This design comes from an exercise in tuning for small area on the open sky130 flow, not from production work.
Only simulation tests tie the RTL to the original design; equivalence was not proved.

## v6
// spi_unit
module spi_unit #(
    parameter integer CLKFREQ = 80000000
) (
    input  wire        clk,
    input  wire        rst,          
    input  wire        mb_we,
    input  wire [31:0] mb_wdata,
    output wire [31:0] mb_rdata,
    output wire        sclk,
    output reg         mosi,
    input  wire        miso,
    output wire        mem_we,
    output wire [14:0] mem_addr,
    output wire [7:0]  mem_wdata
);
Size: roughly 94 I/O pins.
clock: 10.0 ns
lec_check: 0
cap_margin: 20
core_margin: 2
core_utilization: 40
slew_margin: 20
standard.sh (not shown) runs the stock make flow with config.mk's settings and CLKGATE_MAP_FILE= SYNTH_SCRIPT=/design/flow/synth_recipe.tcl, a recipe that flattens the netlist after the stock synthesis.
==> flow/flow/run.sh <==
#!/bin/bash
# Own layout flow: the standard flow, with three changes.
#  1. After the standard synthesis, the combinational logic is mapped again
#     by ABC for area. Flip-flops, tie cells and (in one variant) adder cells
#     stay exactly as the standard synthesis made them. Each ABC script in
#     flow/resyn*.abc is tried, with and without keeping the half adders, and
#     the smallest netlist is kept.
#  2. The port buffers use the smallest buffer cell.
#  3. The clock tree uses clkbuf_8 and no dummy loads.
# Each tool writes its full output to a log file in this folder.
set -euo pipefail
here=$(pwd)
res=$here/orfs/results/${FLOW_PLATFORM}/spi_unit/base
lib=$FLOW_HOME/platforms/${FLOW_PLATFORM}/lib/sky130_fd_sc_hd__tt_025C_1v80.lib
yosys=${YOSYS_EXE:-$FLOW_HOME/../tools/install/yosys/bin/yosys}
knobs=(
  BUFFER_PORTS_ARGS="-buffer_cell sky130_fd_sc_hd__buf_1"
  CTS_ARGS="-sink_clustering_enable -repair_clock_nets -buf_list sky130_fd_sc_hd__clkbuf_8 -dont_use_dummy_load"
)

# 1. standard synthesis
bash standard.sh "${knobs[@]}" "$res/1_2_yosys.v" > synth_flow.log 2>&1
cp "$res/1_2_yosys.v" standard_1_2_yosys.v

# 2. remap the combinational logic, keep the smallest result
python3 flow/cellfunc.py "$lib" map_fa.v 'fa|fah|fahcin|fahcon' > cellfunc.log 2>&1
python3 flow/cellfunc.py "$lib" map_faha.v 'fa|ha|fah|fahcin|fahcon' >> cellfunc.log 2>&1
best=""
best_area=""
for map in fa faha; do
  for abc in flow/resyn*.abc; do
    tag=${map}_$(basename "$abc" .abc)
    cat > "resyn_$tag.ys" <<EOT
read_liberty -lib $lib
read_verilog standard_1_2_yosys.v
hierarchy -check -top $FLOW_TOP
techmap -map map_$map.v
opt -purge
techmap
opt -fast
abc -liberty $lib -script $here/$abc -dont_use *lpflow* -dont_use *probe*
opt_clean -purge
hilomap -singleton -hicell sky130_fd_sc_hd__conb_1 HI -locell sky130_fd_sc_hd__conb_1 LO
splitnets
opt_clean -purge
stat -liberty $lib
write_verilog -noattr -noexpr -nohex -nodec resyn_$tag.v
EOT
    if "$yosys" -s "resyn_$tag.ys" > "resyn_$tag.log" 2>&1; then
      area=$(sed -n "s/.*Chip area for module .*: \([0-9.]*\).*/\1/p" "resyn_$tag.log" | tail -1)
      echo "$tag $area" >> resyn_areas.txt
      if [[ -n "$area" ]] && { [[ -z "$best_area" ]] || awk "BEGIN{exit !($area < $best_area)}"; }; then
        best=$tag
        best_area=$area
      fi
    fi
  done
done
echo "kept $best $best_area" >> resyn_areas.txt
cp "resyn_$best.v" "$res/1_2_yosys.v"

# 3. the rest of the standard flow
bash standard.sh "${knobs[@]}" finish > standard_flow.log 2>&1
Other scripts of this flow, unchanged in this note and not shown: flow/flow/cellfunc.py, flow/flow/resyn1.abc, flow/flow/resyn2.abc, flow/flow/resyn3.abc, flow/flow/resyn4.abc, flow/flow/resyn5.abc, flow/flow/resyn6.abc, flow/flow/resyn7.abc, flow/flow/resyn8.abc, flow/flow/resyn9.abc
Modified inputs, v7 compared to v6
diff --git a/flow/design.v b/flow/design.v
--- a/flow/design.v
+++ b/flow/design.v
@@ -140,25 +140,28 @@
     wire ld_0    = cmd & ~f_mode & ~f_bits;
     wire cclr    = opnd & (kd == 2'b10);
     wire [30:0] fget = freq & {31{f_get}};
     wire [31:0] mbn_d;
     generate
         for (gi = 0; gi < 32; gi = gi + 1) begin : g_mb
             wire set = (gi == 0) ? set_all : set_hi;
             wire ld  = (gi == 0) ? ld_0 : ld_all;
             wire ldv = (gi < 31) ? fget[gi] : 1'b0;
             wire stv = (gi < 24) ? st_val[gi] : 1'b0;    
             wire clr = (gi >= 15) ? cclr : 1'b0;
-            wire keep = ~(ld | s_store | clr);
-            wire unit = set | wr[gi] | (ld & ldv) | (s_store & stv) | (keep & mb[gi]);
-            assign mbn_d[gi] = ~(mb_we ? mb_wdata[gi] : unit);    
+            assign mbn_d[gi] = mb_we  ? ~mb_wdata[gi] :    
+                               set    ? 1'b0 :
+                               wr[gi] ? 1'b0 :
+                               ld     ? ~ldv :
+                               s_store ? ~stv :
+                               clr    ? 1'b1 : mbn[gi];
         end
     endgenerate
     always @(posedge clk) begin
         if (rst)
             mbn <= 32'd0;                         
         else
             mbn <= mbn_d;
     end
     always @(posedge clk) begin
         if (rst) begin
             cpol     <= 1'b0;
Findings:
- v7: done, clean on timing, DRC and antenna
- Side by side, post-route worst hold slack turned out lower in v7 than in v6.
- On final instance count without filler cells, the lower figure sits with v6, not v7.
- Least setup slack across all paths after layout deteriorates in v7 relative to v6.
- Looking only at top fanout value on the critical path, and setting everything else aside, the lower value of v6 and v7 goes to v7.
- The core utilization of v7 falls short of that of v6 by 0.82 points.
- Between v6 and v7, maximum frequency is lower for v7, v6 comes in above that.
- The lower final RePlAce weighted congestion of v6 and v7 is in v7.
- Comparing v6 and v7, the higher synthesized cell count was measured on v7.

[afterwards: timing with drivers on the ports]
In the flow no input, the clock included, has a driving cell. The finished layouts below were timed again as built, in two steps.
Step 1, drivers: a clkbuf_16 drives clk and a buf_2 each remaining input, both assumed.
Step 2, shift: input delay + t, output delay - t, t = (earliest + latest rising clock arrival at the registers) / 2. This alone moves slack from input paths to output paths.
Three values: ideal, step 1, step 2; two values: the first two.
| run | t, ns | setup WS [ns] | worst hold slack (ns) |
|---|---|---|---|
| v6 | 0.412 | 0.610 / 0.610 / 0.610 | 0.476 / 0.476 / 0.476 |
| v7 | 0.421 | 0.435 / 0.435 / 0.435 | 0.470 / 0.470 / 0.470 |
After both steps setup and hold are still met in every run listed.
